Source: an optimization exercise on an open RTL-to-GDS flow (aim: small area, a short achievable clock period and few clock cycles per item). Production flows keep margins and buffers that such runs may drop.
At most, simulation tests tie the RTL to the original design; equivalence was not proved.

==> inputs of 05-05 <==
==> flow/design.v <==
module hsw_split (
    input  wire         clk,
    input  wire         rst,         
    input  wire         start,
    input  wire [15:0]  len,         
    output wire         busy,
    input  wire         in_valid,
    input  wire [31:0]  in_data,
    output wire         in_ready,
    output reg          done,
    output wire [255:0] pen,
    output wire [255:0] init,
    output wire [31:0]  mw,
    output wire [255:0] digest
);
    reg         running;
    reg         pre;         
    reg [5:0]   rnd;         
    reg [10:0]  bleft;       
    reg [13:0]  wcnt;        
    reg         tail;        
    reg [15:0]  msg_len;
    reg         f62, f63;    
    reg [31:0]  H [0:7];     
    reg [31:0]  V [0:7];     
    reg [31:0]  w [0:15];    
    reg [31:0]  pa;          
    reg [31:0]  pe;          
    integer i;
    function [31:0] rotr(input [31:0] x, input integer n);
        rotr = (x >> n) | (x << (32 - n));
    endfunction
    function [31:0] bsig0(input [31:0] x);
        bsig0 = rotr(x, 2) ^ rotr(x, 13) ^ rotr(x, 22);
    endfunction
    function [31:0] bsig1(input [31:0] x);
        bsig1 = rotr(x, 6) ^ rotr(x, 11) ^ rotr(x, 25);
    endfunction
    function [31:0] ssig0(input [31:0] x);
        ssig0 = rotr(x, 7) ^ rotr(x, 18) ^ (x >> 3);
    endfunction
    function [31:0] ssig1(input [31:0] x);
        ssig1 = rotr(x, 17) ^ rotr(x, 19) ^ (x >> 10);
    endfunction
    localparam [2047:0] KTAB = {
        32'hc67178f2, 32'hbef9a3f7, 32'ha4506ceb, 32'h90befffa,    
        32'h8cc70208, 32'h84c87814, 32'h78a5636f, 32'h748f82ee,    
        32'h682e6ff3, 32'h5b9cca4f, 32'h4ed8aa4a, 32'h391c0cb3,    
        32'h34b0bcb5, 32'h2748774c, 32'h1e376c08, 32'h19a4c116,    
        32'h106aa070, 32'hf40e3585, 32'hd6990624, 32'hd192e819,    
        32'hc76c51a3, 32'hc24b8b70, 32'ha81a664b, 32'ha2bfe8a1,    
        32'h92722c85, 32'h81c2c92e, 32'h766a0abb, 32'h650a7354,    
        32'h53380d13, 32'h4d2c6dfc, 32'h2e1b2138, 32'h27b70a85,    
        32'h14292967, 32'h06ca6351, 32'hd5a79147, 32'hc6e00bf3,    
        32'hbf597fc7, 32'hb00327c8, 32'ha831c66d, 32'h983e5152,    
        32'h76f988da, 32'h5cb0a9dc, 32'h4a7484aa, 32'h2de92c6f,    
        32'h240ca1cc, 32'h0fc19dc6, 32'hefbe4786, 32'he49b69c1,    
        32'hc19bf174, 32'h9bdc06a7, 32'h80deb1fe, 32'h72be5d74,    
        32'h550c7dc3, 32'h243185be, 32'h12835b01, 32'hd807aa98,    
        32'hab1c5ed5, 32'h923f82a4, 32'h59f111f1, 32'h3956c25b,    
        32'he9b5dba5, 32'hb5c0fbcf, 32'h71374491, 32'h428a2f98    
    };
    localparam [2047:0] KROT = {KTAB[31:0], KTAB[2047:32]};
    localparam [31:0] IV0 = 32'h6a09e667, IV1 = 32'hbb67ae85,
                      IV2 = 32'h3c6ef372, IV3 = 32'ha54ff53a,
                      IV4 = 32'h510e527f, IV5 = 32'h9b05688c,
                      IV6 = 32'h1f83d9ab, IV7 = 32'h5be0cd19;
    localparam [31:0] PA0 = 32'h2b1ec7e9, PE0 = 32'h53e151a4;
    wire is_last  = (bleft == 11'd0);
    wire r62      = (rnd == 6'd62);
    wire r63      = (rnd == 6'd63);
    wire loading  = running & ((r62 | r63) ? (pre | ~is_last) : (rnd <= 6'd13));
    wire lenword  = is_last & (rnd == 6'd12 || rnd == 6'd13);
    wire partial  = (wcnt == 14'd0) & ~tail;
    wire need_in  = loading & ((wcnt != 14'd0) | (partial & (msg_len[1:0] != 2'd0)));
    wire stall    = need_in & ~in_valid;
    wire adv      = running & ~stall;
    wire fold     = f63;                    
    wire finish   = fold & is_last;
    wire start_ok = start & ~running;
    wire [16:0] len_p8 = {1'b0, len} + 17'd8;
    assign busy     = running;
    assign in_ready = need_in;
    reg [31:0] pad_word;
    always @(*) begin : padding
        integer k;
        pad_word = 32'd0;
        if (lenword) begin
            if (rnd[0])
                pad_word = {13'd0, msg_len, 3'd0};
        end else if (wcnt != 14'd0) begin
            pad_word = in_data;
        end else if (!tail) begin
            for (k = 0; k < 4; k = k + 1) begin
                if (k < msg_len[1:0])
                    pad_word[31-8*k -: 8] = in_data[31-8*k -: 8];
                else if (k == msg_len[1:0])
                    pad_word[31-8*k -: 8] = 8'h80;
            end
        end
    end
    wire [31:0] a = V[0], b = V[1], c = V[2], d = V[3];
    wire [31:0] e = V[4], f = V[5], g = V[6], h = V[7];
    wire [31:0] a_new = pa + bsig1(e) + ((e & f) ^ (~e & g))
                      + bsig0(a) + ((a & b) ^ (a & c) ^ (b & c));
    wire [31:0] e_new = pe + bsig1(e) + ((e & f) ^ (~e & g));
    wire [31:0] Hg [0:7];
    genvar gi;
    generate
        for (gi = 0; gi < 8; gi = gi + 1) begin : g_hg
            assign Hg[gi] = fold ? H[gi] : 32'd0;
        end
    endgenerate
    reg [31:0] nV [0:7];
    always @(*) begin
        nV[0] = a_new;
        nV[1] = a + Hg[1];
        nV[2] = b + Hg[2];
        nV[3] = c + Hg[3];
        nV[4] = e_new;
        nV[5] = e + Hg[5];
        nV[6] = f + Hg[6];
        nV[7] = g + Hg[7];
    end
    wire [31:0] w_calc = ssig1(w[14]) + w[9] + ssig0(w[1]) + w[0];
    wire        sched  = (rnd >= 6'd14) && (rnd <= 6'd61);
    wire [31:0] w_in   = sched ? w_calc : pad_word;
    wire [31:0] kx   = KROT[32*rnd +: 32];
    wire [31:0] xa   = (fold ? H[7] : 32'd0) | (f62 ? H[0] : 32'd0);
    wire [31:0] xe1  = (fold ? H[3] : 32'd0) | (f62 ? H[4] : 32'd0);
    wire [31:0] xe2  = fold ? H[7] : 32'd0;
    wire [31:0] pa_n = g + kx + w[15] + xa;
    wire [31:0] pe_n = c + g + kx + w[15] + xe1 + xe2;
    wire step = adv & ~(pre & r62);      
    always @(posedge clk) begin
        if (rst) begin
            running <= 1'b0;
            done    <= 1'b0;
        end else if (start_ok) begin
            running <= 1'b1;
            done    <= 1'b0;
            pre     <= 1'b1;
            f62     <= 1'b0;
            f63     <= 1'b0;
            rnd     <= 6'd62;
            msg_len <= len;
            wcnt    <= len[15:2];
            tail    <= 1'b0;
            bleft   <= len_p8[16:6];
            V[0] <= IV1; V[1] <= IV2; V[2] <= IV3; V[3] <= 32'd0;
            V[4] <= IV5; V[5] <= IV6; V[6] <= IV7; V[7] <= 32'd0;
            pa   <= PA0;
            pe   <= PE0;
        end else if (adv) begin
            rnd <= rnd + 6'd1;
            f62 <= (rnd == 6'd61);
            f63 <= f62;
            if (r63)
                pre <= 1'b0;
            if (loading && !lenword) begin
                if (wcnt != 14'd0)
                    wcnt <= wcnt - 14'd1;
                else
                    tail <= 1'b1;
            end
            if (step && !finish) begin
                for (i = 0; i < 8; i = i + 1)
                    V[i] <= nV[i];
                pa <= pa_n;
                pe <= pe_n;
            end
            if (r63)
                for (i = 0; i < 8; i = i + 1)
                    H[i] <= nV[i];
            if (fold && !is_last)
                bleft <= bleft - 11'd1;
            if (finish) begin
                for (i = 0; i < 8; i = i + 1)
                    w[i] <= H[i];
                running <= 1'b0;
                done    <= 1'b1;
            end else begin
                for (i = 0; i < 15; i = i + 1)
                    w[i] <= w[i+1];
                w[15] <= w_in;
            end
        end
    end
    assign pen    = {V[0], V[1], V[2], V[3], V[4], V[5], V[6], V[7]};
    assign digest = {H[0], H[1], H[2], H[3], H[4], H[5], H[6], H[7]};
    assign init   = {w[0], w[1], w[2], w[3], w[4], w[5], w[6], w[7]};
    assign mw     = w[14];
endmodule
==> flow/run.sh <==
#!/bin/bash
# synth_recipe.tcl (not shown) runs the flow's synth.tcl, then flattens the netlist and writes it again
# the make line also repeats each setting of config.mk as NAME=value (left out here)
make -C /OpenROAD-flow-scripts/flow DESIGN_CONFIG=/design/flow/config.mk WORK_HOME=/design/flow/orfs CLKGATE_MAP_FILE= SYNTH_SCRIPT=/design/flow/synth_recipe.tcl finish
==> flow/config.mk <==
export PLATFORM = sky130hd
export DESIGN_NAME = hsw_split
export DESIGN_NICKNAME = hsw_split
export VERILOG_FILES = /design/flow/design.v
export SDC_FILE = /design/flow/constraint.sdc
export NUM_CORES = 4
export LEC_CHECK = 0
export ABC_CLOCK_PERIOD_IN_PS = 4000
export CAP_MARGIN = 20
export CORE_MARGIN = 2
export CORE_UTILIZATION = 40
export SETUP_SLACK_MARGIN = 5
export SLEW_MARGIN = 20
==> flow/constraint.sdc <==
create_clock -name core_clock -period 10.0 [get_ports {clk}]
set_input_delay 2.0000 -clock core_clock [delete_from_list [all_inputs] [get_ports {clk}]]
set_output_delay 2.0000 -clock core_clock [all_outputs]
set_load 0.01 [all_outputs]
==> 08-11 (differences from 05-05) <==
==> flow/design.v, changed modules only <==
module hsw_split (
    input  wire         clk,
    input  wire         rst,         
    input  wire         start,
    input  wire [15:0]  len,         
    output wire         busy,
    input  wire         in_valid,
    input  wire [31:0]  in_data,
    output wire         in_ready,
    output reg          done,
    output wire [255:0] pen,
    output wire [255:0] init,
    output wire [31:0]  mw,
    output wire [255:0] digest
);
    reg         running;
    reg         pre;         
    reg [5:0]   rnd;         
    reg         f61, f62, f63;   
    reg [10:0]  bleft;       
    reg [13:0]  wcnt;        
    reg         tail;        
    reg [15:0]  msg_len;
    reg [31:0]  H [0:7];     
    reg [31:0]  V [0:7];     
    reg [31:0]  w [0:15];    
    reg [31:0]  pa;          
    integer i;
    function [31:0] rotr(input [31:0] x, input integer n);
        rotr = (x >> n) | (x << (32 - n));
    endfunction
    function [31:0] bsig0(input [31:0] x);
        bsig0 = rotr(x, 2) ^ rotr(x, 13) ^ rotr(x, 22);
    endfunction
    function [31:0] bsig1(input [31:0] x);
        bsig1 = rotr(x, 6) ^ rotr(x, 11) ^ rotr(x, 25);
    endfunction
    function [31:0] ssig0(input [31:0] x);
        ssig0 = rotr(x, 7) ^ rotr(x, 18) ^ (x >> 3);
    endfunction
    function [31:0] ssig1(input [31:0] x);
        ssig1 = rotr(x, 17) ^ rotr(x, 19) ^ (x >> 10);
    endfunction
    localparam [2047:0] KTAB = {
        32'hc67178f2, 32'hbef9a3f7, 32'ha4506ceb, 32'h90befffa,    
        32'h8cc70208, 32'h84c87814, 32'h78a5636f, 32'h748f82ee,    
        32'h682e6ff3, 32'h5b9cca4f, 32'h4ed8aa4a, 32'h391c0cb3,    
        32'h34b0bcb5, 32'h2748774c, 32'h1e376c08, 32'h19a4c116,    
        32'h106aa070, 32'hf40e3585, 32'hd6990624, 32'hd192e819,    
        32'hc76c51a3, 32'hc24b8b70, 32'ha81a664b, 32'ha2bfe8a1,    
        32'h92722c85, 32'h81c2c92e, 32'h766a0abb, 32'h650a7354,    
        32'h53380d13, 32'h4d2c6dfc, 32'h2e1b2138, 32'h27b70a85,    
        32'h14292967, 32'h06ca6351, 32'hd5a79147, 32'hc6e00bf3,    
        32'hbf597fc7, 32'hb00327c8, 32'ha831c66d, 32'h983e5152,    
        32'h76f988da, 32'h5cb0a9dc, 32'h4a7484aa, 32'h2de92c6f,    
        32'h240ca1cc, 32'h0fc19dc6, 32'hefbe4786, 32'he49b69c1,    
        32'hc19bf174, 32'h9bdc06a7, 32'h80deb1fe, 32'h72be5d74,    
        32'h550c7dc3, 32'h243185be, 32'h12835b01, 32'hd807aa98,    
        32'hab1c5ed5, 32'h923f82a4, 32'h59f111f1, 32'h3956c25b,    
        32'he9b5dba5, 32'hb5c0fbcf, 32'h71374491, 32'h428a2f98    
    };
    localparam [2047:0] KROT = {KTAB[31:0], KTAB[2047:32]};
    localparam [255:0] IV = {
        32'h6a09e667, 32'hbb67ae85, 32'h3c6ef372, 32'ha54ff53a,
        32'h510e527f, 32'h9b05688c, 32'h1f83d9ab, 32'h5be0cd19
    };
    localparam [31:0] PA0 = 32'h2b1ec7e9, D0 = 32'h28c289bb;
    wire is_last  = (bleft == 11'd0);
    wire r6x      = (rnd[5:1] == 5'b11111);     
    wire loading  = running & (r6x ? (pre | ~is_last) : (rnd <= 6'd13));
    wire lenword  = is_last & (rnd == 6'd12 || rnd == 6'd13);
    wire partial  = (wcnt == 14'd0) & ~tail;
    wire need_in  = loading & ((wcnt != 14'd0) | (partial & (msg_len[1:0] != 2'd0)));
    wire stall    = need_in & ~in_valid;
    wire adv      = running & ~stall;
    wire finish   = f63 & is_last;
    wire start_ok = start & ~running;
    wire [16:0] len_p8 = {1'b0, len} + 17'd8;
    assign busy     = running;
    assign in_ready = need_in;
    reg [31:0] pad_word;
    always @(*) begin : padding
        integer k;
        pad_word = 32'd0;
        if (lenword) begin
            if (rnd[0])
                pad_word = {13'd0, msg_len, 3'd0};
        end else if (wcnt != 14'd0) begin
            pad_word = in_data;
        end else if (!tail) begin
            for (k = 0; k < 4; k = k + 1) begin
                if (k < msg_len[1:0])
                    pad_word[31-8*k -: 8] = in_data[31-8*k -: 8];
                else if (k == msg_len[1:0])
                    pad_word[31-8*k -: 8] = 8'h80;
            end
        end
    end
    wire [31:0] a = V[0], b = V[1], c = V[2], d = V[3];
    wire [31:0] e = V[4], f = V[5], g = V[6], h = V[7];
    wire [31:0] s1  = bsig1(e);
    wire [31:0] ch  = (e & f) ^ (~e & g);
    wire [31:0] s0  = bsig0(a);
    wire [31:0] maj = (a & b) ^ (a & c) ^ (b & c);
    wire [31:0] x4  = f63 ? H[4]  : 32'd0;
    wire [31:0] xn0 = f63 ? ~H[0] : 32'd0;
    wire [31:0] a_new = pa + s1 + ch + s0 + maj;
    wire [31:0] e_new = d + pa + s1 + ch + x4 + xn0 + {31'd0, f63};
    wire [31:0] hsa = f61 ? H[3] : f62 ? H[2] : H[1];
    wire [31:0] hse = f61 ? H[7] : f62 ? H[6] : H[5];
    wire [31:0] sum_a = hsa + a;
    wire [31:0] sum_e = hse + e;
    wire [31:0] w_calc = ssig1(w[14]) + w[9] + ssig0(w[1]) + w[0];
    wire        sched  = (rnd >= 6'd14) && (rnd <= 6'd61);
    wire [31:0] w_in   = sched ? w_calc : pad_word;
    wire [31:0] kx   = KROT[32*rnd +: 32];          
    wire [31:0] hx   = f63 ? H[7] : g;               
    wire [31:0] x0   = f62 ? H[0] : 32'd0;
    wire [31:0] pa_n = hx + kx + w[15] + x0;
    wire step    = adv & ~(pre & ~rnd[0]) & ~finish;    
    wire lo_hold = is_last & (f62 | f63);              
    always @(posedge clk) begin
        if (rst) begin
            running <= 1'b0;
            done    <= 1'b0;
        end else if (start_ok) begin
            running <= 1'b1;
            done    <= 1'b0;
            pre     <= 1'b1;
            rnd     <= 6'd62;
            f61     <= 1'b0;
            f62     <= 1'b0;
            f63     <= 1'b0;
            msg_len <= len;
            wcnt    <= len[15:2];
            tail    <= 1'b0;
            bleft   <= len_p8[16:6];
            for (i = 0; i < 8; i = i + 1)
                H[i] <= IV[255-32*i -: 32];
            V[0] <= IV[223:192]; V[1] <= IV[191:160];
            V[2] <= IV[159:128]; V[3] <= D0;
            V[4] <= IV[95:64];   V[5] <= IV[63:32];
            V[6] <= IV[31:0];    V[7] <= 32'd0;
            pa   <= PA0;
        end else if (adv) begin
            rnd <= rnd + 6'd1;
            f61 <= (rnd == 6'd60);
            f62 <= f61;
            f63 <= f62;
            if (rnd[0])
                pre <= 1'b0;
            if (loading && !lenword) begin
                if (wcnt != 14'd0)
                    wcnt <= wcnt - 14'd1;
                else
                    tail <= 1'b1;
            end
            if (step) begin
                V[0] <= a_new;
                V[1] <= f63 ? sum_a : a;
                V[2] <= f63 ? H[2]  : b;
                V[3] <= f63 ? H[3]  : c;
                V[4] <= e_new;
                V[5] <= f63 ? sum_e : e;
                V[6] <= f63 ? H[6]  : f;
                V[7] <= f63 ? H[7]  : g;
                pa   <= pa_n;
            end
            if (f61) begin
                H[3] <= sum_a;
                H[7] <= sum_e;
            end
            if (f62) begin
                H[2] <= sum_a;
                H[6] <= sum_e;
            end
            if (f63) begin
                H[0] <= a_new;
                H[1] <= sum_a;
                H[4] <= e_new;
                H[5] <= sum_e;
                if (is_last)
                    bleft <= bleft;
                else
                    bleft <= bleft - 11'd1;
            end
            if (finish) begin
                running <= 1'b0;
                done    <= 1'b1;
            end else begin
                if (f61 && is_last) begin
                    for (i = 0; i < 8; i = i + 1)
                        w[i] <= H[i];
                end else if (!lo_hold) begin
                    for (i = 0; i < 8; i = i + 1)
                        w[i] <= w[i+1];
                end
                for (i = 8; i < 15; i = i + 1)
                    w[i] <= w[i+1];
                w[15] <= w_in;
            end
        end
    end
    assign pen    = {V[0], V[1], V[2], V[3], V[4], V[5], V[6], V[7]};
    assign digest = {H[0], H[1], H[2], H[3], H[4], H[5], H[6], H[7]};
    assign init   = {w[0], w[1], w[2], w[3], w[4], w[5], w[6], w[7]};
    assign mw     = w[14];
endmodule
ABC_CLOCK_PERIOD_IN_PS = default   (was 4000)
==> 01-13 (differences from 05-05) <==
--- a/flow/design.v
+++ b/flow/design.v
@@ -21,5 +21,4 @@
     reg         tail;        
     reg [15:0]  msg_len;
-    reg         f62, f63;    
     reg [31:0]  H [0:7];     
     reg [31:0]  V [0:7];     
@@ -61,5 +60,4 @@
         32'he9b5dba5, 32'hb5c0fbcf, 32'h71374491, 32'h428a2f98    
     };
-    localparam [2047:0] KROT = {KTAB[31:0], KTAB[2047:32]};
     localparam [31:0] IV0 = 32'h6a09e667, IV1 = 32'hbb67ae85,
                       IV2 = 32'h3c6ef372, IV3 = 32'ha54ff53a,
@@ -76,5 +74,5 @@
     wire stall    = need_in & ~in_valid;
     wire adv      = running & ~stall;
-    wire fold     = f63;                    
+    wire fold     = r63 & ~pre;             
     wire finish   = fold & is_last;
     wire start_ok = start & ~running;
@@ -126,7 +124,8 @@
     wire        sched  = (rnd >= 6'd14) && (rnd <= 6'd61);
     wire [31:0] w_in   = sched ? w_calc : pad_word;
-    wire [31:0] kx   = KROT[32*rnd +: 32];
-    wire [31:0] xa   = (fold ? H[7] : 32'd0) | (f62 ? H[0] : 32'd0);
-    wire [31:0] xe1  = (fold ? H[3] : 32'd0) | (f62 ? H[4] : 32'd0);
+    wire [5:0]  rnx  = rnd + 6'd1;
+    wire [31:0] kx   = KTAB[32*rnx +: 32];
+    wire [31:0] xa   = (fold ? H[7] : 32'd0) | ((r62 & ~pre) ? H[0] : 32'd0);
+    wire [31:0] xe1  = (fold ? H[3] : 32'd0) | ((r62 & ~pre) ? H[4] : 32'd0);
     wire [31:0] xe2  = fold ? H[7] : 32'd0;
     wire [31:0] pa_n = g + kx + w[15] + xa;
@@ -141,6 +140,4 @@
             done    <= 1'b0;
             pre     <= 1'b1;
-            f62     <= 1'b0;
-            f63     <= 1'b0;
             rnd     <= 6'd62;
             msg_len <= len;
@@ -154,6 +151,4 @@
         end else if (adv) begin
             rnd <= rnd + 6'd1;
-            f62 <= (rnd == 6'd61);
-            f63 <= f62;
             if (r63)
                 pre <= 1'b0;
ABC_CLOCK_PERIOD_IN_PS = default   (was 4000)
SETUP_SLACK_MARGIN = default   (was 5)
==> results.txt <==
item	08-11	05-05	01-13
Run status	timing/DRC/antenna clean	timing/DRC/antenna clean	timing/DRC/antenna clean
Worst-Margin Slew	1.38 ns	1.34 ns	1.24 ns
Layout overhead on the synthesized area	31.0%	28.4%	23.3%
Worst setup startpoint	rnd[0]$_SDFFCE_PP0P_	rnd[0]$_SDFFCE_PP0P_	rnd[1]$_SDFFCE_PP1P_
Detailed router's first-iteration violation count	5960	6775	6727
Met2 WL post-DR	135000 µm	153000 µm	153000 µm
CTS resizes	408	340	0
Worst path bufs/invs	7	6	7
Distinct cells, synth	84	104	86
Number of enable flip-flop cells after synthesis	1108	1139	1137
Post-Synth Adder-Cell Area	0.138	0.162	0.160
Initial Util	0.402	0.403	0.402
Clock-cell share of area	0.0506	0.0460	0.0475
Inverter count of the layout excluding clock inverters	409	517	492
CP max FO	6	8	13
Cell area reported after detailed placement	76400 µm²	85400 µm²	87200 µm²
Simple-gate area share of the yosys netlist	0.0830	0.102	0.100
Number of buffers inserted during clock tree synthesis	133	135	137
Die span in x	408 µm	433 µm	435 µm
Number of clock buffers in the layout	153	169	168
Sinks on Clock Net	1110	1141	1139
Final routed wire length divided by cell count	34.1 µm	33.9 µm	34.7 µm
Proportion of synthesized chip area in sequential cells	0.510	0.464	0.460
Antenna violations before repair	9	31	37
Testbench counts of 08-11, summed over its fixed seeds: cycles 334,976, blocks 5,219.
Testbench counts of 01-13, summed over its fixed seeds: cycles 334,976, blocks 5,219.
Only the layout flow was run in 05-05; the RTL was not checked for function there.

## static timing again, ports no longer ideal
Ports are ideal in the flow. The routed layouts listed here were re-timed in OpenROAD. Step 1 (the two cells are an assumption about what drives the block):
set clk [get_ports {clk}]
set_driving_cell -lib_cell sky130_fd_sc_hd__clkbuf_16 $clk
set_driving_cell -lib_cell sky130_fd_sc_hd__buf_2 [delete_from_list [all_inputs] $clk]
Step 2 also shifts input and output timing later by t, the mid clock arrival at the registers, as if the neighbouring blocks saw the same clock. Three values: ideal ports, drivers, drivers and shift; two values: the first two.
| run | t, ns | slack for setup (ns) | cell pins on the clock port's net |
|---|---|---|---|
| 05-05 | 0.895 | 3.889 / 3.889 / 3.889 | 1 |
| 08-11 | 0.860 | 4.448 / 4.448 / 4.267 | 1 |
| 01-13 | 0.936 | 1.945 / 1.945 / 1.945 | 1 |
After both steps setup and hold are still met in every run listed. The setup slack of 08-11, which loses most, moves by 0.000 ns with the drivers and by -0.181 ns with both steps.
